What follows belongs to an exercise in optimizing a design on an open flow for small area, a short achievable clock period and few clock cycles; a production flow would make more cautious choices. Function was not checked in any run shown here: the RTL went through the layout flow alone. Power figures rest on the tool's default switching activity, not on a simulated workload.

$ cat flow/design.v
module ota_core (
    input  wire        clk,
    input  wire        rst,
    input  wire        cmd_valid,
    output reg         cmd_ready,
    input  wire [2:0]  cmd_op,
    input  wire [31:0] cmd_arg,
    input  wire        in_valid,
    output reg         in_ready,
    input  wire [7:0]  in_data,
    output reg         rsp_valid,
    output reg  [31:0] rsp_data,
    output reg         out_valid,
    output reg  [7:0]  out_data,
    output reg         dict_we,
    output reg  [10:0] dict_waddr,
    output reg  [7:0]  dict_wdata,
    output reg  [10:0] dict_raddr,
    input  wire [7:0]  dict_rdata
);
    localparam [31:0] MAGIC_DEFAULT = 32'h45535033;
    localparam [2:0] OP_CFG_MAGIC = 3'd1;
    localparam [2:0] OP_START     = 3'd2;
    localparam [2:0] OP_POLL      = 3'd3;
    localparam [2:0] OP_PROGRESS  = 3'd4;
    localparam [2:0] OP_VERIFY    = 3'd5;
    localparam [2:0] OP_RELEASE   = 3'd6;
    localparam [31:0] RES_INPROGRESS = 32'd0;
    localparam [31:0] RES_DONE       = 32'd1;
    localparam [31:0] ERR_HDR_LENGTH = -32'sd8;
    localparam [31:0] ERR_HDR_MAGIC  = -32'sd9;
    localparam [31:0] ERR_CHECKSUM   = -32'sd10;
    localparam [31:0] ERR_DOWNLOAD   = -32'sd11;
    localparam [2:0] ST_IDLE      = 3'd0;
    localparam [2:0] ST_HEADER    = 3'd1;
    localparam [2:0] ST_FILE      = 3'd2;
    localparam [2:0] ST_COMPLETED = 3'd3;
    localparam [2:0] ST_MAGIC     = 3'd4;
    localparam [2:0] ST_ERROR     = 3'd5;
    reg [2:0]  st;
    reg        err_is_len;
    reg [31:0] magic_cfg;
    reg [32:0] rem;              
    reg [31:0] written;          
    reg        wrapped;          
    reg [31:0] crc;
    reg [31:0] hdr_crc;
    reg [4:0]  hdr_fill;
    reg        len_ok, mag_ok, lborrow;
    reg [31:0] cl;               
    reg        more;             
    reg [7:0]  b0, b1;           
    reg        v0, v1;
    reg [30:0] bitq;             
    reg [4:0]  bitcnt;
    reg [1:0]  nopp;             
    reg        rd_act;           
    reg        a_lit;            
    reg [4:0]  cnt;              
    reg        last;             
    reg        dv;               
    reg        d_lit;            
    reg [10:0] dp;               
    wire busy = !cmd_ready;      
    reg [31:0] crc_next;
    integer i;
    always @* begin
        crc_next = crc ^ {24'd0, b0};
        for (i = 0; i < 8; i = i + 1)
            crc_next = crc_next[0] ? ((crc_next >> 1) ^ 32'hEDB88320) : (crc_next >> 1);
    end
    wire active  = (st == ST_HEADER) || (st == ST_FILE) || (st == ST_COMPLETED);
    wire in_file = (st == ST_FILE);
    wire in_hdr  = (st == ST_HEADER);
    wire full_ok = bitq[30] ? (bitcnt >= 5'd9)  : (bitcnt >= 5'd16);
    wire part_ok = bitq[30] ? (bitcnt >= 5'd17) : (bitcnt >= 5'd24);
    wire tp      = (nopp != 2'd0) && full_ok;
    wire take    = tp && (!rd_act || last);
    wire [1:0] nopp_a = !full_ok ? 2'd0 :
                        take     ? {1'b0, nopp[1] && part_ok} :
                        (nopp[1] && !part_ok) ? 2'd1 : nopp;
    wire feed    = v0 && in_file && !nopp_a[1];
    wire ib_go   = v0 && (!in_file || !nopp_a[1]);
    wire cmd_fire = cmd_valid && cmd_ready;
    wire in_fire  = in_valid && in_ready;
    wire do_start = cmd_fire && (cmd_op == OP_START) && !active;
    wire do_poll  = cmd_fire && (cmd_op == OP_POLL);
    wire poll_end = busy && !more && !v0 && !tp && !rd_act && !dv;
    wire       fwd     = out_valid && (dp == written[10:0]);
    wire       wr_done = wrapped || (dp < written[10:0]);
    wire [7:0] dbyte   = d_lit ? dp[7:0] :
                         fwd ? out_data :
                         wr_done ? dict_rdata :
                         ((dp >= 11'd17) ? 8'h20 : 8'h00);
    wire [38:0] ins   = {b0, 31'd0} >> bitcnt;
    wire [38:0] qx    = {bitq, 8'd0} | (feed ? ins : 39'd0);
    wire [30:0] q_n   = !take ? qx[38:8] : (bitq[30] ? qx[29:0] << 1 : qx[22:0] << 8);
    wire [4:0]  c_n   = !take ? (feed ? bitcnt + 5'd8 : bitcnt) :
                        bitq[30] ? (feed ? bitcnt - 5'd1 : bitcnt - 5'd9) :
                                   (feed ? bitcnt - 5'd8 : bitcnt - 5'd16);
    wire [7:0] rbyte = rem[8*hdr_fill[1:0] +: 8];
    wire [8:0] ldiff = {1'b0, rbyte} - {1'b0, (hdr_fill[1:0] == 2'd0) ? 8'd8 : {7'd0, lborrow}};
    wire v1_n   = (v1 && !ib_go) || (v0 && in_fire && !ib_go);
    wire more_n = in_fire ? (cl != 32'd1) : more;
    wire       r_arg = !busy && (cmd_op == OP_START) && !active;
    wire       r_wr  = !busy && (cmd_op == OP_PROGRESS) && active;
    reg  [4:0] r_code;
    always @* begin
        r_code = ERR_DOWNLOAD[4:0];
        if (busy) begin
            case (st)
            ST_HEADER:    r_code = RES_INPROGRESS[4:0];
            ST_COMPLETED: r_code = RES_DONE[4:0];
            ST_FILE:      r_code = (rem == 33'd20) ? RES_DONE[4:0] :
                                   (rem[32] || rem[31:0] < 32'd20) ? ERR_DOWNLOAD[4:0] :
                                   RES_INPROGRESS[4:0];
            ST_MAGIC:     r_code = ERR_HDR_MAGIC[4:0];
            ST_ERROR:     r_code = err_is_len ? ERR_HDR_LENGTH[4:0] : ERR_DOWNLOAD[4:0];
            default:      r_code = ERR_DOWNLOAD[4:0];
            endcase
        end else begin
            case (cmd_op)
            OP_CFG_MAGIC: r_code = active ? ERR_DOWNLOAD[4:0] : RES_DONE[4:0];
            OP_PROGRESS, OP_VERIFY: begin
                if (st == ST_MAGIC)
                    r_code = ERR_HDR_MAGIC[4:0];
                else if (st == ST_ERROR)
                    r_code = err_is_len ? ERR_HDR_LENGTH[4:0] : ERR_DOWNLOAD[4:0];
                else if (cmd_op == OP_VERIFY && st == ST_COMPLETED)
                    r_code = (~crc == hdr_crc) ? RES_DONE[4:0] : ERR_CHECKSUM[4:0];
                else
                    r_code = ERR_DOWNLOAD[4:0];
            end
            OP_RELEASE:   r_code = RES_DONE[4:0];
            default:      r_code = ERR_DOWNLOAD[4:0];
            endcase
        end
    end
    always @* begin
        dict_we    = out_valid;
        dict_wdata = out_data;
        dict_waddr = written[10:0];
    end
    always @(posedge clk) begin
        if (rst) begin
            st        <= ST_IDLE;
            cmd_ready <= 1'b1;
            in_ready  <= 1'b0;
            more      <= 1'b0;
            magic_cfg <= MAGIC_DEFAULT;
            rsp_valid <= 1'b0;
            out_valid <= 1'b0;
            v0        <= 1'b0;
            v1        <= 1'b0;
            nopp      <= 2'd0;
            rd_act    <= 1'b0;
            dv        <= 1'b0;
        end else begin
            rsp_valid <= cmd_fire ? (cmd_op != OP_POLL) : poll_end;
            cmd_ready <= cmd_ready ? !do_poll : poll_end;
            if (cmd_fire && cmd_op == OP_CFG_MAGIC && !active)
                magic_cfg <= cmd_arg;
            if (do_start)
                st <= ST_HEADER;
            else if (cmd_fire && cmd_op == OP_RELEASE)
                st <= ST_IDLE;
            else if (ib_go && in_hdr && hdr_fill == 5'd19)
                st <= (!len_ok || lborrow) ? ST_ERROR : (!mag_ok ? ST_MAGIC : ST_FILE);
            else if (poll_end && in_file && (rem == 33'd20))
                st <= ST_COMPLETED;
            else if (poll_end && in_file && (rem[32] || rem[31:0] < 32'd20))
                st <= ST_ERROR;
            if (do_poll) begin
                more     <= (cmd_arg != 32'd0);
                in_ready <= (cmd_arg != 32'd0);
            end else begin
                more     <= more_n;
                in_ready <= more_n && !v1_n;
            end
            v0 <= ib_go ? (v1 || in_fire) : (v0 || in_fire);
            v1 <= v1_n;
            if (do_start)
                nopp <= 2'd0;
            else if (in_file)
                nopp <= nopp_a + {1'b0, feed};
            rd_act    <= take || (rd_act && !last);
            dv        <= rd_act;
            out_valid <= dv;
        end
    end
    always @(posedge clk) begin
        rsp_data <= r_arg ? cmd_arg : r_wr ? written : {{27{r_code[4]}}, r_code};
        if (cmd_fire && cmd_op == OP_POLL)
            cl <= cmd_arg;
        else if (in_fire)
            cl <= cl - 32'd1;
        if (ib_go || !v0)
            b0 <= v1 ? b1 : in_data;
        if (!v1)
            b1 <= in_data;
        if (poll_end && in_file)
            err_is_len <= 1'b0;
        if (do_start) begin
            rem      <= {1'b0, cmd_arg};
            crc      <= 32'hFFFFFFFF;
            hdr_fill <= 5'd0;
            len_ok   <= 1'b1;
            mag_ok   <= 1'b1;
            lborrow  <= 1'b0;
        end else if (ib_go) begin
            if (in_hdr) begin
                hdr_fill <= hdr_fill + 5'd1;
                if (hdr_fill[4:2] == 3'd0) begin
                    len_ok  <= len_ok && (b0 == ldiff[7:0]);
                    lborrow <= ldiff[8];
                end
                if (hdr_fill[4:2] == 3'd1)
                    hdr_crc <= {b0, hdr_crc[31:8]};
                if (hdr_fill[4:2] == 3'd2)
                    mag_ok <= mag_ok && (b0 == magic_cfg[8*hdr_fill[1:0] +: 8]);
                if (hdr_fill >= 5'd8)
                    crc <= crc_next;
                if (hdr_fill == 5'd19)
                    err_is_len <= 1'b1;
            end else if (in_file) begin
                crc <= crc_next;
                rem <= rem - 33'd1;
            end
        end
        if (do_start) begin
            bitq   <= 31'd0;
            bitcnt <= 5'd0;
        end else begin
            bitq   <= q_n;
            bitcnt <= c_n;
        end
        if (take) begin
            a_lit      <= bitq[30];
            dict_raddr <= bitq[30] ? {3'd0, bitq[29:22]} : bitq[29:19] + 11'd17;
            cnt        <= bitq[30] ? 5'd0 : {1'b0, bitq[18:15]} + 5'd1;
            last       <= bitq[30];
        end else begin
            a_lit      <= 1'b0;
            dict_raddr <= dict_raddr + 11'd1;
            cnt        <= cnt - 5'd1;
            last       <= (cnt == 5'd1);
        end
        d_lit    <= a_lit;
        dp       <= dict_raddr;
        out_data <= dbyte;
        written  <= do_start ? 32'd0 : written + {31'd0, out_valid};
        wrapped  <= do_start ? 1'b0 : (wrapped || (out_valid && written[10:0] == 11'd2047));
    end
endmodule
$ cat flow/flow/run.sh
#!/bin/bash
set -euo pipefail
bash standard.sh SETUP_SLACK_MARGIN=6.8 finish > standard_flow.log 2>&1
$ cat flow/standard.sh
#!/bin/bash
# synth_recipe.tcl (not shown) runs the flow's synth.tcl, then flattens the netlist and writes it again
# the make line also repeats each setting of config.mk as NAME=value (left out here)
make -C /OpenROAD-flow-scripts/flow DESIGN_CONFIG=/design/flow/config.mk WORK_HOME=/design/flow/orfs CLKGATE_MAP_FILE= SYNTH_SCRIPT=/design/flow/synth_recipe.tcl "${@:-finish}"
$ cat flow/config.mk
export PLATFORM = sky130hd
export DESIGN_NAME = ota_core
export DESIGN_NICKNAME = ota_core
export VERILOG_FILES = /design/flow/design.v
export SDC_FILE = /design/flow/constraint.sdc
export NUM_CORES = 4
export LEC_CHECK = 0
export ABC_CLOCK_PERIOD_IN_PS = 3000
export CAP_MARGIN = 20
export CORE_MARGIN = 2
export CORE_UTILIZATION = 40
export SLEW_MARGIN = 20
$ cat flow/constraint.sdc
create_clock -name core_clock -period 10.0 [get_ports {clk}]
set_input_delay 2.0000 -clock core_clock [delete_from_list [all_inputs] [get_ports {clk}]]
set_output_delay 2.0000 -clock core_clock [all_outputs]
set_load 0.01 [all_outputs]
==> results of run 1 <==
## flip-flops by register name, summed over array words and instances, names as in the netlist, 11 cells and up
name	count
rsp_data	32
crc	32
rem	33
written	32
bitq	31
cl	32
magic_cfg	32
hdr_crc	32
dict_raddr	11
dp	11
## cells in the final DEF (no fill, tap or decap), types with 12 or more instances in the layout
cell             instances
a21oi_1                 93
a21oi_2                 22
clkdlybuf4s50_1         26
nand2_1                287
o211ai_1                24
o22ai_1                 12
or4_1                   12
dfxtp_4                 16
clkbuf_16               41
xnor2_1                133
buf_4                   34
nor2_1                 161
dfxtp_2                 13
mux2_2                  13
nand3_1                 42
mux4_2                  21
a31oi_1                 13
buf_2                   20
edfxtp_1               112
nand3b_1                18
inv_1                   35
clkdlybuf4s15_2         20
nor2b_1                 17
ha_1                    35
dlygate4sd2_1           42
nand4_1                 27
dfxtp_1                198
a211oi_1                14
nor3_1                  39
or3_1                   18
o21ai_1                 28
nor4_1                  22
xor2_1                  97
o21ai_0                 83
## Yosys cell counts (24+ instances only)
| cell | count | area (um2) |
|---|---|---|
| nand2_1 | 296 | 1111 |
| xnor2_1 | 133 | 1165 |
| nor2_1 | 162 | 608.1 |
| inv_1 | 36 | 135.1 |
| nor4_1 | 26 | 162.7 |
| nor3_1 | 40 | 200.2 |
| nand4_1 | 27 | 168.9 |
| nand3_1 | 44 | 220.2 |
| o211ai_1 | 24 | 180.2 |
| ha_1 | 35 | 437.9 |
| edfxtp_1 | 112 | 3363 |
| o21ai_0 | 109 | 545.5 |
| xor2_1 | 97 | 849.6 |
| clkbuf_1 | 83 | 311.6 |
| a21oi_1 | 94 | 470.5 |
| dfxtp_1 | 227 | 4544 |
## where the power goes
part | total (mW) | switching [mW] | internal (mW)
clock network | 1.46 | 0.577 | 0.880
registers | 1.72 | 0.148 | 1.57
logic | 0.750 | 0.404 | 0.346
## worst reg2reg max path, stage by stage (launching register included)
cell	delay [ns]
dfxtp_1	0.35
buf_12	0.19
inv_2	0.14
ha_1	0.24
nor4bb_2	0.19
or4_4	0.57
o2111a_2	0.25
nor3_4	0.24
buf_4	0.18
a21oi_1	0.12
mux2_2	0.30
a211oi_1	0.22
## final cells by class
type,count,area share
clock inverter,11,0.006335
multi-input combinational,1407,0.4393
clock buffer,59,0.05558
timing repair buffer,171,0.07513
sequential,339,0.3814
tap,585,0.03496
inverter,39,0.007351
## layer usage
metal	GRT usage	wire length (um)	up-vias
li1	-	-	6904
met1	0.3126	22980	6901
met2	0.3679	24020	516
met3	0.04320	3701	97
met4	0.06825	1348	2
met5	0	13	-
## stage by stage
step	std cells	hold WS [ns]
after detailed placement	2512	0.3233
after global placement	2512	0.3161
after floorplan	1903	0.3096
after CTS	2603	0.3337
final	2611	0.3335
after global routing	2611	0.3496
## worst max-delay path by stage
stage	from	end	slack (ns)	cells after the start
4_1_cts	out_data[4]	dict_wdata[4]	6.74	1
6_report	rsp_valid	rsp_valid	6.83	1
3_5_place_dp	cmd_op[1]	rem[10]	5.31	6
2_1_floorplan	cmd_op[2]	rem[0]	6.65	7
3_3_place_gp	cmd_op[1]	rem[14]	5.37	6
5_1_grt	written[0]	dict_waddr[0]	6.80	1
## cells by family (layout without fill, tap and decap cells)
family,after synthesis,in the layout,share of synthesized area
adders and majority gates,35,35,0.02494
and+or+nand+nor,731,736,0.1979
xor gates and xnor gates,231,231,0.1156
DFF,339,339,0.4503
muxes,45,45,0.04154
buffers and inverters,162,280,0.04097
AOI/OAI and AO/OA,360,360,0.1286
## what timing repair did
action / CTS / global route
cloned: 6 / 0
resized for setup: 264 / 55
buffers inserted: 15 / 8
setup endpoints to repair: 388 / 241
pin swaps: 3 / 2
==> impl_metrics.tcl, run 1 <==
set metrics [dict create \
    status "no timing/DRC/antenna violations" \
    critical_path_class "reg -> out" \
    place_area_um2 19250 \
    p_per_area_nw_per_um2 187.7 \
    grt_pass1_wl_um 80490 \
    grt_pass1_vias 14037 \
    clock.fmax_mhz 315.1 \
    insertion_delay_ns 0.55 \
    crit_family "flip-flops" \
    cp.arrival_ns 1.17 \
    die_y_um 213.5 \
    power_mw 3.929 \
    cts_sinks 339 \
    avgRoutedWirePerCell_um 19.94 \
    hold_buffers 0 \
    drtPass1Iterations 5 \
    maxCapViolCount 0 \
    finClkSkew_ns 0.01818 \
    dr_total_vias 14420 \
    vdd_drop_max_mv 0.1029 \
    yosysSeqAreaShare 0.4503 \
    finalCriticalPeriod_ns 3.173 \
    synth_flop_cell "dfxtp_1" \
    finalMaxSlewViolations 0 \
    htreeDepth 2 \
    drive_gt1_frac 0.1436 \
    grt_max_degree 56 \
    r2r-end "bitq[18]" \
    cts_made_buffers 39 \
    finalHoldViolations 0 \
    syn-num-nets 1993 \
    fillCellCount 4117 \
    die_area_um2 45590 \
    avgSynthCellArea_um2 9.227 \
    synth_edf_count 112 \
    grt_overflow 0 \
    synth_warnings 1 \
    fin_nets 2087 \
    drt-total-wl_um 52060 \
    seqCellArea_um2 7984 \
    worstReg2RegStart "bitcnt[3]" \
    cts_max_path_buffers 3 \
    core_area_um2 43170 \
    rows 76 \
    syn_inst 1903 \
    rsz0062_at_grt "false" \
    antenna_found_initial 1 \
    design_area_um2 20940 \
    hold_path.class "reg -> reg" \
    fp.dieW_um 213.5 \
    root_buffer "clkbuf_16" \
    io_buffers 129 \
    relSlewSlack 0.2817 \
    worst_pin_slew_ns 1.068 \
    area_delta_synth_final_pct 19.22 \
    synth.distinct_cells 80 \
    viasPerCell 5.523 \
    finalSetupTns_ns 0 \
    endpoint_kind "output pin" \
    antennaDiodeCount 0 \
    drc 0 \
    r2r_slack_ns 6.92 \
    start_util 0.4067 \
    clkSlewWorstSetupHoldPaths_ns 0.06 \
    worstPathRequired_ns 8.00 \
    tritoncts "done" \
    utilization 0.4849 \
    worst-path-max-fanout 1 \
    grt_usage 0.2286 \
    min_to "d_lit" \
    cpPeakStageDelay_ns 0.37 \
    hpwl_um 35290 \
    pre_cts_slack_ns 5.305 \
    pin_count 130 \
    place_congestion 0.9243 \
    syn_area_um2 17560 \
    setup_viol 0 \
    slowest_stage "dfxtp_1" \
    r2r_cells 11 \
    crit_chain "clkdlybuf4s15_1" \
    period_share 0.3173 \
    setup_slack_ns 6.827 \
    ys_seq_elements 339 \
    hp-start "a_lit" \
    start_kind "register" \
    ant_nets 0 \
    path_buf_inv 1 \
    synthArstFlopShare 0 \
    hold_depth 0 \
    leakage_nw 7.496 \
    multi_input_area_um2 9196 \
    detail_route.iter0.violations 1080 \
]
==> inputs of run 2 (changes only) <==
==> flow/flow/run.sh (replaced) <==
#!/bin/bash
set -euo pipefail
bash standard.sh SETUP_SLACK_MARGIN=7 finish > standard_flow.log 2>&1
==> run 2 against run 1 <==
- routed wire length up 2.7%
- total power up 1.3%
- largest cell class unchanged
- global-route usage up 0.22 points
==> impl_metrics.tcl, run 2 <==
set metrics [dict create \
    hold_depth 0 \
    cts_max_path_buffers 3 \
    synth_warnings 1 \
    grt_max_degree 56 \
    insertion_delay_ns 0.56 \
    synth.top_cell.area_share 0.2588 \
    multi_input_area_um2 9384 \
    drive_gt1_frac 0.2051 \
    crit_chain "buf_2" \
    synth_edf_count 112 \
    endpoint_kind "output pin" \
    root_buffer "clkbuf_16" \
    hp-start "a_lit" \
    start_kind "register" \
    ys_seq_elements 339 \
    period_share 0.3108 \
    leakage_nw 7.678 \
    final_cell_mix "nand2_1 (287), dfxtp_1 (170), nor2_1 (160), xnor2_1 (130), edfxtp_1 (112)" \
    r2r_slack_ns 7.10 \
    cpPeakStageDelay_ns 0.40 \
    path_buf_inv 1 \
    grt_pass1_vias 14208 \
    antenna_found_initial 1 \
    start_util 0.4067 \
    critical_path_class "reg -> out" \
    layout_commonest_cell "nand2_1" \
    hpwl_um 35060 \
    slowest_stage "edfxtp_1" \
    r2r-end "bitq[29]" \
    pin_count 130 \
    relSlewSlack 0.3420 \
    place_congestion 0.9112 \
    yosysSeqAreaShare 0.4503 \
    cp.arrival_ns 1.11 \
    clkSlewWorstSetupHoldPaths_ns 0.06 \
    finClkSkew_ns 0.01726 \
    grt_usage 0.2308 \
    synthArstFlopShare 0 \
    core_area_um2 43170 \
    io_buffers 129 \
    finalHoldViolations 0 \
    worst-path-max-fanout 2 \
    utilization 0.4982 \
    area_delta_synth_final_pct 22.50 \
    drtPass1Iterations 6 \
    rsz0062_at_grt "true" \
    htreeDepth 2 \
    syn_area_um2 17560 \
    cts_made_buffers 40 \
    synth_flop_cell "dfxtp_1" \
    synth.distinct_cells 80 \
    viasPerCell 5.541 \
    die_area_um2 45590 \
    finalCriticalPeriod_ns 3.108 \
    avgRoutedWirePerCell_um 20.19 \
    synth_top_area_cell "dfxtp_1" \
    dr_total_vias 14672 \
    vdd_drop_max_mv 0.1093 \
    top_register "rem" \
    drc 0 \
    detail_route.iter0.violations 1368 \
    seqCellArea_um2 8039 \
    p_per_area_nw_per_um2 185.0 \
    die_y_um 213.5 \
    min_to "d_lit" \
    grt_overflow 0 \
    whs_ns 0.3285 \
    clock.fmax_mhz 321.7 \
    hold_path.class "reg -> reg" \
    crit_family "flip-flops" \
    finalSetupTns_ns 0 \
    grt_pass1_wl_um 81120 \
    rows 76 \
    drt-total-wl_um 53450 \
    tritoncts "done" \
    hold_buffers 0 \
    maxCapViolCount 0 \
    worstReg2RegStart "bitcnt[0]" \
    dp.cells 2508 \
    worstPathRequired_ns 8.00 \
    cts_sinks 339 \
    fp.dieW_um 213.5 \
    largest_reg_flops 33 \
    fillCellCount 4070 \
    ant_nets 0 \
    synth_common_cells "nand2_1 (296), dfxtp_1 (227), nor2_1 (162)" \
    final_cell_count_no_fill 2648 \
    r2r_cells 11 \
    fin_nets 2120 \
    yosys-top-cells-area "dfxtp_1 (26%), edfxtp_1 (19%), xnor2_1 (6.6%)" \
    avgSynthCellArea_um2 9.227 \
    status "no timing/DRC/antenna violations" \
    worst_pin_slew_ns 0.9800 \
    syn_inst 1903 \
    finalMaxSlewViolations 0 \
    syn-num-nets 1993 \
    power_mw 3.980 \
    post-synth-top-count-cell "nand2_1" \
    setup_viol 0 \
]
-- run 2: cell counts after synthesis --
Identical to the previous run, type by type.
-- run 2: layout make-up --
| type | instances | area share |
|---|---|---|
| Clock inverter | 18 | 0.006341 |
| Inverter | 39 | 0.007155 |
| Sequential cell | 339 | 0.3737 |
| Clock buffer | 56 | 0.05218 |
| Timing Repair Buffer | 205 | 0.09016 |
| Antenna cell | 1 | 0.0001163 |
| Tap cell | 585 | 0.03403 |
| Multi-Input combinational cell | 1405 | 0.4363 |
-- run 2: logic make-up after synthesis --
family                     Yosys count  share of synthesized area
AOI/OAI and AO/OA                  360                     0.1286
xor gates and xnor gates           231                     0.1156
adders and majority gates           35                    0.02494
buffers and inverters              162                    0.04097
DFF                                339                     0.4503
muxes                               45                    0.04154
and+or+nand+nor                    731                     0.1979
-- run 2: per-layer routing --
layer,global-route usage,up-vias,part of all wire
met5,0,-,0
met4,0.08477,0,0.031
met3,0.04233,109,0.068
met2,0.3811,484,0.47
met1,0.3023,7105,0.43
li1,-,6974,-
-- run 2: repair_timing --
| action | in CTS | in global routing |
|---|---|---|
| gates resized for setup | 514 | 60 |
| setup buffers | 47 | 12 |
| setup endpoints to repair | 405 | 307 |
| endpoints found under the hold margin | 0 | 0 |
| gates cloned | 4 | 2 |
| pin swaps | 8 | 4 |
-- run 2: worst max path at each step --
stage / startpoint / to / slack, ns / cells after the start
2_1_floorplan: cmd_op[2] / rem[0] / 6.67 / 7
3_3_place_gp: cmd_op[1] / rem[21] / 5.26 / 6
3_5_place_dp: cmd_op[1] / rem[25] / 5.17 / 6
4_1_cts: out_data[4] / dict_wdata[4] / 6.86 / 1
5_1_grt: out_data[1] / out_data[1] / 6.85 / 1
6_report: out_data[4] / out_data[4] / 6.89 / 1
-- run 2: worst register-to-register path, cell delays in order, from the launching register on --
cell	delay, ns
dfxtp_4	0.34
buf_4	0.15
ha_1	0.23
and4b_1	0.24
or4_4	0.51
o2111a_2	0.23
buf_4	0.16
nor3_4	0.21
buf_4	0.20
a21oi_1	0.10
a32o_1	0.26
nor3_2	0.18
-- run 2: report_power, final --
group	internal [mW]	total [mW]	switching, mW
registers	1.58	1.72	0.137
clock network	0.815	1.42	0.603
logic	0.408	0.846	0.438
total	2.80	3.98	1.18
-- run 2: per-stage QoR --
step | area, um2 | worst slack [ns]
finish | 21510 | 6.892
global placement | 19320 | 5.255
floorplan | 17980 | 6.666
CTS | 21170 | 6.861
detailed placement | 19320 | 5.172
global route | 21510 | 6.850
==> inputs of run 3 (changes only) <==
--- a/flow/design.v
+++ b/flow/design.v
@@ -85,7 +85,7 @@
     wire in_fire  = in_valid && in_ready;
     wire do_start = cmd_fire && (cmd_op == OP_START) && !active;
     wire do_poll  = cmd_fire && (cmd_op == OP_POLL);
-    wire poll_end = busy && !more && !v0 && !tp && !rd_act && !dv;
+    wire poll_end = busy && !more && !v0 && !tp && !rd_act;
     wire       fwd     = out_valid && (dp == written[10:0]);
     wire       wr_done = wrapped || (dp < written[10:0]);
     wire [7:0] dbyte   = d_lit ? dp[7:0] :
@@ -102,7 +102,8 @@
     wire [8:0] ldiff = {1'b0, rbyte} - {1'b0, (hdr_fill[1:0] == 2'd0) ? 8'd8 : {7'd0, lborrow}};
     wire v1_n   = (v1 && !ib_go) || (v0 && in_fire && !ib_go);
     wire more_n = in_fire ? (cl != 32'd1) : more;
-    wire       r_arg = !busy && (cmd_op == OP_START) && !active;
+    wire [31:0] written_n = written + {31'd0, out_valid};
+    wire       r_arg = !busy && ((cmd_op == OP_START && !active) || cmd_op == OP_POLL);
     wire       r_wr  = !busy && (cmd_op == OP_PROGRESS) && active;
     reg  [4:0] r_code;
     always @* begin
@@ -137,6 +138,7 @@
         end
     end
     always @* begin
+        rsp_data   = cl;
         dict_we    = out_valid;
         dict_wdata = out_data;
         dict_waddr = written[10:0];
@@ -189,9 +191,8 @@
         end
     end
     always @(posedge clk) begin
-        rsp_data <= r_arg ? cmd_arg : r_wr ? written : {{27{r_code[4]}}, r_code};
-        if (cmd_fire && cmd_op == OP_POLL)
-            cl <= cmd_arg;
+        if (!busy || poll_end)
+            cl <= r_arg ? cmd_arg : r_wr ? written_n : {{27{r_code[4]}}, r_code};
         else if (in_fire)
             cl <= cl - 32'd1;
         if (ib_go || !v0)
@@ -248,7 +249,7 @@
         d_lit    <= a_lit;
         dp       <= dict_raddr;
         out_data <= dbyte;
-        written  <= do_start ? 32'd0 : written + {31'd0, out_valid};
+        written  <= do_start ? 32'd0 : written_n;
         wrapped  <= do_start ? 1'b0 : (wrapped || (out_valid && written[10:0] == 11'd2047));
     end
 endmodule
--- a/flow/config.mk
+++ b/flow/config.mk
@@ -5,7 +5,7 @@
 export SDC_FILE = /design/flow/constraint.sdc
 export NUM_CORES = 4
 export LEC_CHECK = 0
-export ABC_CLOCK_PERIOD_IN_PS = 3000
+export ABC_CLOCK_PERIOD_IN_PS = 2000
 export CAP_MARGIN = 20
 export CORE_MARGIN = 2
 export CORE_UTILIZATION = 40
==> run 3 against run 2 <==
- still clean on timing, DRC and antenna
- maximum frequency down 2.4%
- total power fell by 3.5%
- core utilization up 1.4 points
- via count up 0.55%
- critical endpoint is now rsp_data[9]
- largest power group unchanged
==> impl_metrics.tcl, run 3 <==
set metrics [dict create \
    leakage_nw 7.910 \
    pre_cts_slack_ns 4.887 \
    ant_nets 0 \
    antenna_found_initial 2 \
    status "no timing/DRC/antenna violations" \
    worst_pin_slew_ns 0.9204 \
    pwr-share-clk 0.382 \
    die_y_um 209.7 \
    syn-num-nets 1939 \
    p_sw_mw 1.092 \
    place_congestion 0.8776 \
    p_per_area_nw_per_um2 179.2 \
    drc 0 \
    synth.distinct_cells 83 \
    path_buf_inv 1 \
    pin_count 130 \
    io_buffers 129 \
    drive_gt1_frac 0.2223 \
    drtPass1Iterations 7 \
    synth_edf_count 112 \
    r2r_cells 11 \
    hold_path.class "reg -> reg" \
    top_register "rem" \
    r2r_slack_ns 7.03 \
    critical_path_class "reg -> out" \
    syn_inst 1849 \
    grt_pass1_vias 14273 \
    seqPwrFrac 0.404 \
    area_delta_synth_final_pct 26.63 \
    rows 75 \
    finalHoldViolations 0 \
    switching_share 0.2842 \
    synth_warnings 1 \
    setup_viol 0 \
    hold_depth 0 \
    p_int_mw 2.749 \
    finalCriticalPeriod_ns 3.184 \
    insertion_delay_ns 0.53 \
    detail_route.iter0.violations 1347 \
    worstReg2RegStart "bitcnt[3]" \
    cts_made_buffers 36 \
    relSlewSlack 0.3820 \
    hp-start "a_lit" \
    vdd_drop_max_mv 0.1172 \
    grt_pass1_wl_um 82520 \
    worstPathRequired_ns 8.00 \
    comb_power_share 0.214 \
    core_area_um2 41850 \
    grt_max_degree 53 \
    whs_ns 0.3321 \
    clkSlewWorstSetupHoldPaths_ns 0.06 \
    tritoncts "done" \
    post-synth-top-count-cell "nand2_1" \
    crit_family "flip-flops" \
    cp.arrival_ns 1.18 \
    hpwl_um 35480 \
    endpoint_kind "output pin" \
    slowest_stage "edfxtp_1" \
    viasPerCell 5.696 \
    cts_sinks 307 \
    clock.fmax_mhz 314.1 \
    yosysSeqAreaShare 0.4293 \
    synthArstFlopShare 0 \
    finalMaxSlewViolations 0 \
    avgRoutedWirePerCell_um 20.78 \
    antennaDiodeCount 0 \
    fp.dieW_um 209.7 \
    cts_max_path_buffers 3 \
    min_to "d_lit" \
    synth.top_cell.area_share 0.2306 \
    drt-total-wl_um 53810 \
    fin_nets 2115 \
    largest_reg_flops 33 \
    maxCapViolCount 0 \
    synth_common_cells "nand2_1 (244), dfxtp_1 (195), xnor2_1 (157)" \
    ys_seq_elements 307 \
    final_cell_mix "nand2_1 (235), dfxtp_1 (164), xnor2_1 (157), nor2_1 (123), edfxtp_1 (112)" \
    htreeDepth 2 \
    synth_flop_cell "dfxtp_1" \
    finalSetupTns_ns 0 \
    synth_top_area_cell "dfxtp_1" \
    grt_overflow 0 \
    die_area_um2 43980 \
    cpPeakStageDelay_ns 0.47 \
    start_util 0.4044 \
    dr_total_vias 14753 \
    worst-path-max-fanout 2 \
    crit_chain "buf_2" \
    layout_commonest_cell "nand2_1" \
    avgSynthCellArea_um2 9.154 \
    r2r-end "cl[31]" \
    syn_area_um2 16930 \
    setup_slack_ns 6.816 \
    finClkSkew_ns 0.01144 \
    root_buffer "clkbuf_16" \
    start_kind "register" \
    rsz0062_at_grt "true" \
    yosys-top-cells-area "dfxtp_1 (23%), edfxtp_1 (20%), xnor2_1 (8.1%)" \
    grt_usage 0.2393 \
    fillCellCount 3801 \
    period_share 0.3184 \
]
==> run 3: changes by cell type in the layout (fill, tap and decap cells not counted), sizes merged, moves of 24 or more <==
cell,before,now
nand2,299,246
nor2,162,129
dfxtp,227,195
o21ai,111,86
buf,151,201
xnor2,134,158
o22ai,12,38
==> run 3: area by class of cell <==
cell class / count / area, um2 / share of cell area
multi-input combinational: 1378 / 9604 / 0.4481
inverter: 46 / 176.4 / 0.008231
timing repair buffer: 256 / 2312 / 0.1079
clock inverter: 15 / 227.7 / 0.01062
clock buffer: 49 / 1095 / 0.05108
sequential: 307 / 7343 / 0.3426
tap: 539 / 674.4 / 0.03147
==> run 3: power by group through the flow <==
| stage | Clock [mW] | Combinational [mW] | Sequential, mW |
|---|---|---|---|
| 3_5_place_dp | 0 | 0.727 | 1.59 |
| 3_3_place_gp | 0 | 0.721 | 1.59 |
| 5_1_grt | 1.54 | 0.896 | 1.57 |
| 6_report | 1.47 | 0.822 | 1.55 |
| 2_1_floorplan | 0 | 0.471 | 1.56 |
| 4_1_cts | 1.49 | 0.799 | 1.55 |
==> run 3: through the flow <==
stage | util | instance area [um2] | std cells | total power [mW]
2_1_floorplan | - | 17410 | 1849 | 2.029
3_5_place_dp | 0.4490 | 18790 | 2413 | 2.319
6_report | 0.5121 | 21430 | 2590 | 3.841
5_1_grt | 0.5121 | 21430 | 2590 | 3.999
4_1_cts | 0.5003 | 20940 | 2559 | 3.837
3_3_place_gp | 0.4486 | 18770 | 2412 | 2.311
==> run 3: worst max-delay path by stage <==
stage	startpoint	to	slack, ns	cells past startpoint
final	cl[9]	rsp_data[9]	6.82	1
after global routing	cl[31]	rsp_data[31]	6.79	1
after CTS	cl[14]	rsp_data[14]	6.81	1
after detailed placement	cmd_op[2]	rem[9]	4.89	5
after global placement	cmd_op[2]	rem[9]	5.00	5
after floorplan	cmd_op[0]	cl[11]	6.67	6
==> run 3: repair_timing <==
action,4_1_cts,5_1_grt
hold buffers,0,0
setup buffers,76,29
endpoints found under the setup margin,354,127
gates cloned,6,2
pin swaps,16,13
gates resized for setup,466,55
==> run 3: metal layers <==
metal | track usage | part of all wire | up-vias
met5 | 0 | 0 | -
met4 | 0.08682 | 0.033 | 0
met3 | 0.03950 | 0.066 | 109
met2 | 0.3919 | 0.47 | 513
met1 | 0.3195 | 0.43 | 7181
li1 | - | - | 6950
==> run 3: cells by family (layout without fill, tap and decap cells) <==
group	Yosys count	after routing	share of synthesized area
and+or+nand+nor	673	675	0.1961
AOI/OAI and AO/OA	382	383	0.1393
muxes	49	49	0.04435
xor gates and xnor gates	236	236	0.1226
buffers and inverters	167	366	0.04250
DFF	307	307	0.4293
adders and majority gates	35	35	0.02587
==> inputs of run 4 (changes only) <==
--- a/flow/config.mk
+++ b/flow/config.mk
@@ -5,7 +5,7 @@
 export SDC_FILE = /design/flow/constraint.sdc
 export NUM_CORES = 4
 export LEC_CHECK = 0
-export ABC_CLOCK_PERIOD_IN_PS = 2000
+export ABC_CLOCK_PERIOD_IN_PS = 3000
 export CAP_MARGIN = 20
 export CORE_MARGIN = 2
 export CORE_UTILIZATION = 40
==> run 4 against run 3 <==
- total power is the same
- maximum frequency is the same
- global-route usage is the same
- still clean on timing, DRC and antenna
- critical endpoint unchanged
- largest power group unchanged
- critical path depth is the same
- first-iteration DRC count is the same
- setup slack is the same
- flip-flop and latch count is the same
==> impl_metrics.tcl, run 4 <==
set metrics [dict create \
    status "no timing/DRC/antenna violations" \
    grt.met3_usage 0.03950 \
    detail_route.iter0.violations 1347 \
    io_buffers 129 \
    start_util 0.4044 \
    cpPeakStageDelay_ns 0.47 \
    whs_ns 0.3321 \
    met1_usage 0.3195 \
    grt_max_degree 53 \
    synth_flop_cell "dfxtp_1" \
    grt_busiest_layer "met2" \
    synth_fa_ha_area_frac 0.02587 \
    finalCriticalPeriod_ns 3.184 \
    final_cell_mix "nand2_1 (235), dfxtp_1 (164), xnor2_1 (157), nor2_1 (123), edfxtp_1 (112)" \
    rows 75 \
    insertion_delay_ns 0.53 \
    drtPass1Iterations 7 \
    slowest_stage "edfxtp_1" \
    power_mw 3.841 \
    place_area_um2 18790 \
    worst-path-max-fanout 2 \
    setup_slack_ns 6.816 \
    synth_top_family_by_area "simple AND/OR/NAND/NOR gates" \
    area_delta_synth_final_pct 26.63 \
    finClkSkew_ns 0.01144 \
    cts_made_buffers 36 \
    p_per_area_nw_per_um2 179.2 \
    period_share 0.3184 \
    final_cell_count_no_fill 2590 \
    endpoint_kind "output pin" \
    worst_pin_slew_ns 0.9204 \
    pin_count 130 \
    antenna_found_initial 2 \
    avgSynthCellArea_um2 9.154 \
    syn_inst 1849 \
    antennaDiodeCount 0 \
    synthMuxAreaShare 0.04435 \
    critical_path_class "reg -> out" \
    dp.cells 2413 \
    hold_path.class "reg -> reg" \
    finalMaxSlewViolations 0 \
    fin_nets 2115 \
    path_buf_inv 1 \
    die_area_um2 43980 \
    pre_cts_slack_ns 4.887 \
    viasPerCell 5.696 \
    place_congestion 0.8776 \
    design_area_um2 21430 \
    crit_chain "buf_2" \
    hpwl_um 35480 \
    yosysSeqAreaShare 0.4293 \
    clock.fmax_mhz 314.1 \
    synthXorXnorAreaFrac 0.1226 \
    largest_reg_flops 33 \
    groute.layer.met2.usage 0.3919 \
    post-synth-top-count-cell "nand2_1" \
    top_register "rem" \
    clkSlewWorstSetupHoldPaths_ns 0.06 \
    root_buffer "clkbuf_16" \
    syn-num-nets 1939 \
    start_kind "register" \
    cts_max_path_buffers 3 \
    die_y_um 209.7 \
    ys_seq_elements 307 \
    crit_family "flip-flops" \
    grt_overflow 0 \
    maxCapViolCount 0 \
    relSlewSlack 0.3820 \
    avgRoutedWirePerCell_um 20.78 \
    cp.arrival_ns 1.18 \
    synth_compound_area_frac 0.1393 \
    leakage_nw 7.910 \
    synth_warnings 1 \
    drc 0 \
    synth_common_cells "nand2_1 (244), dfxtp_1 (195), xnor2_1 (157)" \
    core_area_um2 41850 \
    grt_usage 0.2393 \
    synth.distinct_cells 83 \
    ant_nets 0 \
    yosys.area_share.simple 0.1961 \
    synthArstFlopShare 0 \
    synth_top_area_cell "dfxtp_1" \
    layout_commonest_cell "nand2_1" \
    vdd_drop_max_mv 0.1172 \
    dr_total_vias 14753 \
    hold_buffers 0 \
    syn_area_um2 16930 \
    cts_sinks 307 \
    synth_edf_count 112 \
    grt_pass1_vias 14273 \
    drt-total-wl_um 53810 \
    rsz0062_at_grt "true" \
    worstPathRequired_ns 8.00 \
    htreeDepth 2 \
    tritoncts "done" \
    finalHoldViolations 0 \
    finalSetupTns_ns 0 \
    setup_viol 0 \
    fp.dieW_um 209.7 \
    synth.top_cell.area_share 0.2306 \
    yosys-top-cells-area "dfxtp_1 (23%), edfxtp_1 (20%), xnor2_1 (8.1%)" \
    drive_gt1_frac 0.2223 \
    utilization 0.5121 \
    grt_pass1_wl_um 82520 \
]
[run 4: cell counts after synthesis]
Identical to the previous run, type by type.
[run 4: path summary, 6_finish.rpt]
kind | startpoint | end | slack [ns] | cells past startpoint
hold / removal | a_lit | d_lit | 0.33 | 0
setup / recovery | cl[9] | rsp_data[9] | 6.82 | 1
hold reg to reg | a_lit | d_lit | 0.33 | 0
setup reg to reg | bitcnt[3] | cl[31] | 7.03 | 11
[run 4: layer usage]
metal | vias to the layer above | wire length, um
met2 | 513 | 25400
met5 | - | 0
met3 | 109 | 3551
li1 | 6950 | -
met4 | 0 | 1756
met1 | 7181 | 23100
[run 4: final cells by class]
class                   count  area [um2]
inverters                  46       176.4
well taps                 539       674.4
clock buffers              49        1095
fillers                  3801       20420
multi-input cells        1378        9604
repair buffers            256        2312
flip-flops and latches    307        7343
clock inverters            15       227.7
[run 4: what timing repair did]
action                                  in CTS  in global routing
endpoints found under the setup margin     354                127
pin swaps                                   16                 13
gates cloned                                 6                  2
resized for setup                          466                 55
buffers inserted                            76                 29
[run 4: power by group]
part,switching (mW),internal (mW)
logic,0.423,0.398
clock network,0.545,0.922
registers,0.124,1.43
total,1.09,2.75
[run 4: cells by family (layout without fill, tap and decap cells)]
group / Yosys count / in the layout
AND/OR/NAND/NOR: 673 / 675
AO/OA/AOI/OAI: 382 / 383
flip-flops: 307 / 307
XOR/XNOR: 236 / 236
buffers and inverters: 167 / 366
multiplexers: 49 / 49
adder cells (fa/ha/maj): 35 / 35
==> inputs of run 5 (changes only) <==
--- a/flow/design.v
+++ b/flow/design.v
@@ -48,7 +48,6 @@
     reg [4:0]  hdr_fill;
     reg        len_ok, mag_ok, lborrow;
     reg [31:0] cl;               
-    reg        more;             
     reg [7:0]  b0, b1;           
     reg        v0, v1;
     reg [30:0] bitq;             
@@ -85,6 +84,7 @@
     wire in_fire  = in_valid && in_ready;
     wire do_start = cmd_fire && (cmd_op == OP_START) && !active;
     wire do_poll  = cmd_fire && (cmd_op == OP_POLL);
+    wire more     = (cl != 32'd0);
     wire poll_end = busy && !more && !v0 && !tp && !rd_act;
     wire       fwd     = out_valid && (dp == written[10:0]);
     wire       wr_done = wrapped || (dp < written[10:0]);
@@ -148,7 +148,6 @@
             st        <= ST_IDLE;
             cmd_ready <= 1'b1;
             in_ready  <= 1'b0;
-            more      <= 1'b0;
             magic_cfg <= MAGIC_DEFAULT;
             rsp_valid <= 1'b0;
             out_valid <= 1'b0;
@@ -173,11 +172,9 @@
             else if (poll_end && in_file && (rem[32] || rem[31:0] < 32'd20))
                 st <= ST_ERROR;
             if (do_poll) begin
-                more     <= (cmd_arg != 32'd0);
-                in_ready <= (cmd_arg != 32'd0);
+                in_ready <= 1'b1;
             end else begin
-                more     <= more_n;
-                in_ready <= more_n && !v1_n;
+                in_ready <= busy && more_n && !v1_n;
             end
             v0 <= ib_go ? (v1 || in_fire) : (v0 || in_fire);
             v1 <= v1_n;
--- a/flow/config.mk
+++ b/flow/config.mk
@@ -5,7 +5,6 @@
 export SDC_FILE = /design/flow/constraint.sdc
 export NUM_CORES = 4
 export LEC_CHECK = 0
-export ABC_CLOCK_PERIOD_IN_PS = 3000
 export CAP_MARGIN = 20
 export CORE_MARGIN = 2
 export CORE_UTILIZATION = 40
==> run 5 against run 4 <==
- still clean on timing, DRC and antenna
- critical endpoint is now cl[16]
- setup slack got worse by 0.068 ns
- cell area rose by 4.0%
- first-iteration DRC count rose by 16%
==> impl_metrics.tcl, run 5 <==
set metrics [dict create \
    grt_usage 0.2494 \
    dp.cells 2397 \
    finalHoldViolations 0 \
    syn_inst 1833 \
    avgSynthCellArea_um2 9.333 \
    cts_max_path_buffers 3 \
    endpoint_kind "register" \
    seqPwrFrac 0.400 \
    worst_pin_slew_ns 1.109 \
    antennaDiodeCount 0 \
    leakage_nw 7.974 \
    area_delta_synth_final_pct 30.29 \
    start_kind "primary input" \
    drt-total-wl_um 58820 \
    r2r_slack_ns 6.81 \
    place_congestion 0.9338 \
    dr_total_vias 15471 \
    largest_reg_flops 33 \
    cts_sinks 306 \
    synthArstFlopShare 0 \
    htreeDepth 2 \
    finalMaxSlewViolations 0 \
    avgRoutedWirePerCell_um 22.51 \
    die_area_um2 44440 \
    grt_overflow 0 \
    finalCriticalPeriod_ns 3.252 \
    start_util 0.4069 \
    io_buffers 129 \
    synth_warnings 1 \
    cpMostUsedCell "buf_12" \
    cp.arrival_ns 3.52 \
    status "no timing/DRC/antenna violations" \
    hpwl_um 36420 \
    final_cell_mix "nand2_1 (206), dfxtp_1 (162), xnor2_1 (130), edfxtp_1 (112), buf_4 (110)" \
    ant_nets 0 \
    grt_pass1_vias 14728 \
    synth_flop_cell "dfxtp_1" \
    p_int_mw 2.759 \
    p_sw_mw 1.105 \
    maxCapViolCount 0 \
    relSlewSlack 0.2581 \
    finalSetupTns_ns 0 \
    insertion_delay_ns 0.53 \
    cpPeakStageDelay_ns 0.51 \
    fin_nets 2136 \
    synth_top_area_cell "dfxtp_1" \
    drtPass1Iterations 7 \
    core_area_um2 42040 \
    antenna_found_initial 2 \
    syn_area_um2 17110 \
    cts_made_buffers 37 \
    hold_buffers 0 \
    rows 75 \
    yosysSeqAreaShare 0.4236 \
    switching_share 0.2859 \
    fp.dieW_um 210.8 \
    post-synth-top-count-cell "nand2_1" \
    die_y_um 210.8 \
    root_buffer "clkbuf_16" \
    power_mw 3.864 \
    pin_count 130 \
    layout_commonest_cell "nand2_1" \
    clock.fmax_mhz 307.5 \
    vdd_drop_max_mv 0.1105 \
    hold_path.class "reg -> reg" \
    period_share 0.3252 \
    synth_common_cells "nand2_1 (219), dfxtp_1 (194), xnor2_1 (132)" \
    syn-num-nets 1924 \
    synth_edf_count 112 \
    grt_pass1_wl_um 86420 \
    pwr-share-clk 0.380 \
    rsz0062_at_grt "true" \
    slowest_stage "or4b_4" \
    drive_gt1_frac 0.2310 \
    hp-start "a_lit" \
    tritoncts "done" \
    fillCellCount 3753 \
    ys_seq_elements 306 \
    detail_route.iter0.violations 1563 \
    grt_max_degree 57 \
    final_cell_count_no_fill 2613 \
    setup_viol 0 \
    viasPerCell 5.921 \
    synth.distinct_cells 86 \
    synth.top_cell.area_share 0.2270 \
    top_register "rem" \
    worstReg2RegStart "rem[19]" \
    comb_power_share 0.220 \
    startpoint "cmd_op[2]" \
    finClkSkew_ns 0.02266 \
    yosys-top-cells-area "dfxtp_1 (23%), edfxtp_1 (20%), xnor2_1 (6.8%)" \
    worst-path-max-fanout 7 \
    clkSlewWorstSetupHoldPaths_ns 0.06 \
    critical_path_class "in -> reg" \
    drc 0 \
    worstPathRequired_ns 10.27 \
    p_per_area_nw_per_um2 173.3 \
    crit_chain "buf_12 -> buf_12 -> or4b_4 -> a21oi_2 -> a221o_2 -> buf_6 -> buf_6 -> buf_12 -> a31oi_4" \
]
==> run 5: worst paths after layout <==
check,to,depth (start not counted)
setup / recovery,cl[16],9
hold / removal,d_lit,0
setup reg to reg,cl[16],9
hold reg to reg,d_lit,0
==> run 5: worst max-delay path, delay by kind of cell <==
family	cells	cell delay, ns
buf+inv	5	0.60
compound gates	3	0.41
simple gates	1	0.51
==> run 5: cell type report <==
cell class              count  area (um2)  share of cell area
clock buffers              49        1045             0.04687
clock inverters            19       280.3             0.01257
inverters                  46       187.7            0.008420
multi-input cells        1366        9879              0.4432
flip-flops and latches    306        7335              0.3290
well taps                 539       674.4             0.03026
repair buffers            288        2889              0.1296
==> run 5: logic make-up after synthesis <==
| kind of cell | Yosys count | synth area share |
|---|---|---|
| simple gates | 662 | 0.1945 |
| compound gates | 375 | 0.1447 |
| flops | 306 | 0.4236 |
| xor+xnor | 230 | 0.1178 |
| buf+inv | 168 | 0.04352 |
| mux | 56 | 0.04966 |
| fa+ha+maj | 36 | 0.02633 |
==> run 5: power groups by stage <==
| stage | sequential (mW) | combinational [mW] | clock, mW |
|---|---|---|---|
| finish | 1.55 | 0.850 | 1.47 |
| global route | 1.56 | 0.920 | 1.53 |
| CTS | 1.54 | 0.806 | 1.48 |
| detailed placement | 1.59 | 0.712 | 0 |
| global placement | 1.58 | 0.700 | 0 |
| floorplan | 1.55 | 0.450 | 0 |
==> run 5: per-stage QoR <==
stage	hold WS, ns	worst slack (ns)	utilization	area, um2
2_1_floorplan	0.3096	6.566	-	17420
3_3_place_gp	0.3186	4.640	0.4485	18860
3_5_place_dp	0.3179	4.565	0.4485	18860
4_1_cts	0.3309	6.789	0.5081	21360
5_1_grt	0.3379	6.762	0.5302	22290
6_report	0.3287	6.748	0.5302	22290
==> run 5: what timing repair did <==
action                     4_1_cts  5_1_grt
setup endpoints to repair      372      264
gates cloned                    11       14
pin swaps                       12       21
buffers inserted                88       35
gates resized for setup        474      110
==> run 5: routing by layer <==
layer,vias to the layer above,GRT usage,share of wire
met5,-,0,0.00044
met4,4,0.08159,0.037
met3,151,0.03940,0.077
met2,708,0.4097,0.47
met1,7513,0.3362,0.42
li1,7095,-,-
==> inputs of run 6 (changes only) <==
--- a/flow/design.v
+++ b/flow/design.v
@@ -68,6 +68,32 @@
         for (i = 0; i < 8; i = i + 1)
             crc_next = crc_next[0] ? ((crc_next >> 1) ^ 32'hEDB88320) : (crc_next >> 1);
     end
+    function [32:0] inc33;
+        input [32:0] a;
+        input        ci;
+        integer k;
+        reg c;
+        begin
+            c = ci;
+            for (k = 0; k < 33; k = k + 1) begin
+                inc33[k] = a[k] ^ c;
+                c = c & a[k];
+            end
+        end
+    endfunction
+    function [32:0] dec33;
+        input [32:0] a;
+        input        bi;
+        integer k;
+        reg b;
+        begin
+            b = bi;
+            for (k = 0; k < 33; k = k + 1) begin
+                dec33[k] = a[k] ^ b;
+                b = b & ~a[k];
+            end
+        end
+    endfunction
     wire active  = (st == ST_HEADER) || (st == ST_FILE) || (st == ST_COMPLETED);
     wire in_file = (st == ST_FILE);
     wire in_hdr  = (st == ST_HEADER);
@@ -102,7 +128,8 @@
     wire [8:0] ldiff = {1'b0, rbyte} - {1'b0, (hdr_fill[1:0] == 2'd0) ? 8'd8 : {7'd0, lborrow}};
     wire v1_n   = (v1 && !ib_go) || (v0 && in_fire && !ib_go);
     wire more_n = in_fire ? (cl != 32'd1) : more;
-    wire [31:0] written_n = written + {31'd0, out_valid};
+    wire [32:0] written_x = inc33({1'b0, written}, out_valid);
+    wire [31:0] written_n = written_x[31:0];
     wire       r_arg = !busy && ((cmd_op == OP_START && !active) || cmd_op == OP_POLL);
     wire       r_wr  = !busy && (cmd_op == OP_PROGRESS) && active;
     reg  [4:0] r_code;
@@ -191,7 +218,7 @@
         if (!busy || poll_end)
             cl <= r_arg ? cmd_arg : r_wr ? written_n : {{27{r_code[4]}}, r_code};
         else if (in_fire)
-            cl <= cl - 32'd1;
+            cl <= dec33({1'b0, cl}, 1'b1);
         if (ib_go || !v0)
             b0 <= v1 ? b1 : in_data;
         if (!v1)
@@ -222,7 +249,7 @@
                     err_is_len <= 1'b1;
             end else if (in_file) begin
                 crc <= crc_next;
-                rem <= rem - 33'd1;
+                rem <= dec33(rem, 1'b1);
             end
         end
         if (do_start) begin
==> run 6 against run 5 <==
- die area fell by 3.7%
- worst hold slack improved by 0.0026 ns
- via count decreased by 12%
- synthesized area down 3.8%
- critical path depth increased by 24
- maximum frequency shrank 44%
- critical path type is now reg -> reg
- critical endpoint is now cl[31]
- largest power group unchanged
==> impl_metrics.tcl, run 6 <==
set metrics [dict create \
    hold_depth 0 \
    dr_total_vias 13677 \
    grt_max_degree 51 \
    hpwl_um 35060 \
    die_area_um2 42780 \
    start_util 0.4040 \
    start_kind "register" \
    finalHoldViolations 0 \
    pre_cts_slack_ns 4.125 \
    clock.fmax_mhz 173.5 \
    worst_pin_slew_ns 0.8174 \
    setup_viol 0 \
    endpoint_kind "register" \
    critical_path_class "reg -> reg" \
    vdd_drop_max_mv 0.1004 \
    pin_count 130 \
    place_congestion 0.8646 \
    status "no timing/DRC/antenna violations" \
    post-synth-top-count-cell "dfxtp_1" \
    yosys-top-cells-area "dfxtp_1 (24%), edfxtp_1 (20%), ha_1 (9.3%)" \
    fp.dieW_um 206.8 \
    utilization 0.5486 \
    final_cell_mix "nand2_1 (176), dfxtp_1 (162), nor2_1 (125), edfxtp_1 (112), xnor2_1 (111)" \
    drt-total-wl_um 52310 \
    detail_route.iter0.violations 962 \
    power_mw 3.327 \
    synth_warnings 1 \
    cts_max_path_buffers 3 \
    cpMostUsedCell "ha_4" \
    cts_sinks 306 \
    synth.distinct_cells 82 \
    setup_slack_ns 4.238 \
    grt_pass1_vias 13666 \
    clkSlewWorstSetupHoldPaths_ns 0.06 \
    antenna_found_initial 1 \
    largest_reg_flops 33 \
    fillCellCount 3615 \
    rows 74 \
    worst-path-max-fanout 3 \
    antennaDiodeCount 0 \
    hold_buffers 0 \
    finClkSkew_ns 0.01818 \
    ant_nets 0 \
    synth_flop_cell "dfxtp_1" \
    die_y_um 206.8 \
    synthArstFlopShare 0 \
    drive_gt1_frac 0.2891 \
    hold_path.class "reg -> reg" \
    worstPathRequired_ns 10.39 \
    ys_seq_elements 306 \
    syn-num-nets 1868 \
    insertion_delay_ns 0.55 \
    maxCapViolCount 0 \
    area_delta_synth_final_pct 35.78 \
    cp.arrival_ns 6.15 \
    htreeDepth 2 \
    grt_pass1_wl_um 79700 \
    avgSynthCellArea_um2 9.733 \
    period_share 0.5762 \
    tritoncts "done" \
    synth_common_cells "dfxtp_1 (194), nand2_1 (190), nor2_1 (132)" \
    grt_overflow 0 \
    fin_nets 2076 \
    top_register "rem" \
    drtPass1Iterations 5 \
    dp.cells 2256 \
    core_area_um2 40740 \
    root_buffer "clkbuf_16" \
    finalSetupTns_ns 0 \
    slowest_stage "edfxtp_1" \
    io_buffers 129 \
    relSlewSlack 0.4479 \
    leakage_nw 8.548 \
    grt_usage 0.2457 \
    synth.top_cell.area_share 0.2360 \
    finalCriticalPeriod_ns 5.762 \
    synth_top_area_cell "dfxtp_1" \
    cts_made_buffers 36 \
    syn_area_um2 16460 \
    final_cell_count_no_fill 2459 \
    yosysSeqAreaShare 0.4403 \
    syn_inst 1691 \
    r2r_cells 33 \
    avgRoutedWirePerCell_um 21.27 \
    p_per_area_nw_per_um2 148.9 \
    synth_edf_count 112 \
    viasPerCell 5.562 \
    finalMaxSlewViolations 0 \
    drc 0 \
    layout_commonest_cell "nand2_1" \
    cpPeakStageDelay_ns 0.36 \
    rsz0062_at_grt "true" \
]
## run 6: changes by cell type in the layout (fill, tap and decap cells not counted), moves of 22 or more
cell,change
ha_4,+82
xor2_1,-58
inv_1,+54
nor3_1,-37
nand2_1,-30
buf_6,+24
nand3_1,-22
o21ai_1,-22
## run 6: worst paths after layout
| check | start | to | slack, ns |
|---|---|---|---|
| setup / recovery | cl[0] | cl[31] | 4.24 |
| hold reg to reg | a_lit | d_lit | 0.33 |
| setup reg to reg | cl[0] | cl[31] | 4.24 |
| hold / removal | a_lit | d_lit | 0.33 |
## run 6: power by group
group	internal [mW]	switching [mW]	total, mW	leakage [nW]
clock	0.830	0.545	1.37	0.602
sequential	1.34	0.0589	1.40	2.67
combinational	0.273	0.282	0.555	5.27
## run 6: per-layer routing
metal	track usage	wire, um	up-vias
li1	-	-	6434
met1	0.3214	22680	6666
met2	0.4061	24210	471
met3	0.04364	3633	104
met4	0.09144	1778	2
met5	0	18	-
## run 6: kinds of logic after synthesis
family          share of synthesized area
simple gates                       0.1502
compound gates                     0.1340
flops                              0.4403
buf+inv                           0.05496
xor+xnor                          0.08324
fa+ha+maj                         0.09275
mux                               0.04455
## run 6: timing repair
item	in CTS	in global routing
endpoints found under the setup margin	353	244
pin swaps	15	18
gates resized for setup	493	91
setup buffers	87	33
gates cloned	14	3
hold endpoints to repair	0	0
## run 6: through the flow
stage          instance area [um2]  hold slack (ns)
2_1_floorplan                17890           0.3096
3_5_place_dp                 19250           0.3121
5_1_grt                      22350           0.3385
6_report                     22350           0.3313
4_1_cts                      21700           0.3292
3_3_place_gp                 19250           0.3132
## run 6: critical path, delay by kind of cell, from the launching register on
family	cells	cell delay (ns)
buffers and inverters	1	0.05
xor gates and xnor gates	1	0.12
AOI/OAI and AO/OA	1	0.23
DFF	1	0.36
adders and majority gates	30	4.81
## run 6: layout make-up
cell class / instances / area [um2] / share of cell area
inverters: 101 / 394.1 / 0.01764
repair buffers: 276 / 2649 / 0.1185
clock buffers: 54 / 1082 / 0.04843
well taps: 532 / 665.6 / 0.02979
flip-flops and latches: 306 / 7347 / 0.3288
multi-input cells: 1178 / 10060 / 0.4504
clock inverters: 12 / 145.1 / 0.006495

-- re-timing with driven ports --
The flow's constraints put no driver on any port. The routed layouts listed below were extracted and timed again, unchanged, in two steps.
Step 1 assumes that a clkbuf_16 drives the clock port and a buf_2 every other input.
Step 2 moves the port delays by t, midway between the first and last clock arrival at a register: inputs arrive t later, outputs are due t later. That takes back most of the time a late clock gives input paths.
Slacks: no drivers / after step 1 / after step 2; pairs: no drivers / after step 1.
run | t (ns) | setup WS [ns] | hold slack, ns | slew at the worst register clock pin (ns)
run 1 | 0.599 | 6.827 / 6.773 / 6.277 | 0.334 / 0.334 / 0.334 | 0.07 / 0.07
run 2 | 0.612 | 6.892 / 6.835 / 6.400 | 0.328 / 0.328 / 0.328 | 0.06 / 0.06
run 3 | 0.575 | 6.816 / 6.762 / 6.414 | 0.332 / 0.332 / 0.332 | 0.06 / 0.06
run 4 | 0.575 | 6.816 / 6.762 / 6.414 | 0.332 / 0.332 / 0.332 | 0.06 / 0.06
run 5 | 0.579 | 6.748 / 6.735 / 6.160 | 0.329 / 0.329 / 0.329 | 0.06 / 0.06
run 6 | 0.601 | 4.238 / 4.238 / 4.238 | 0.331 / 0.331 / 0.331 | 0.06 / 0.06
After both steps every run listed still meets setup and hold. For run 5, which loses most, drivers alone change the setup slack by -0.013 ns; drivers and shift together by -0.588 ns.
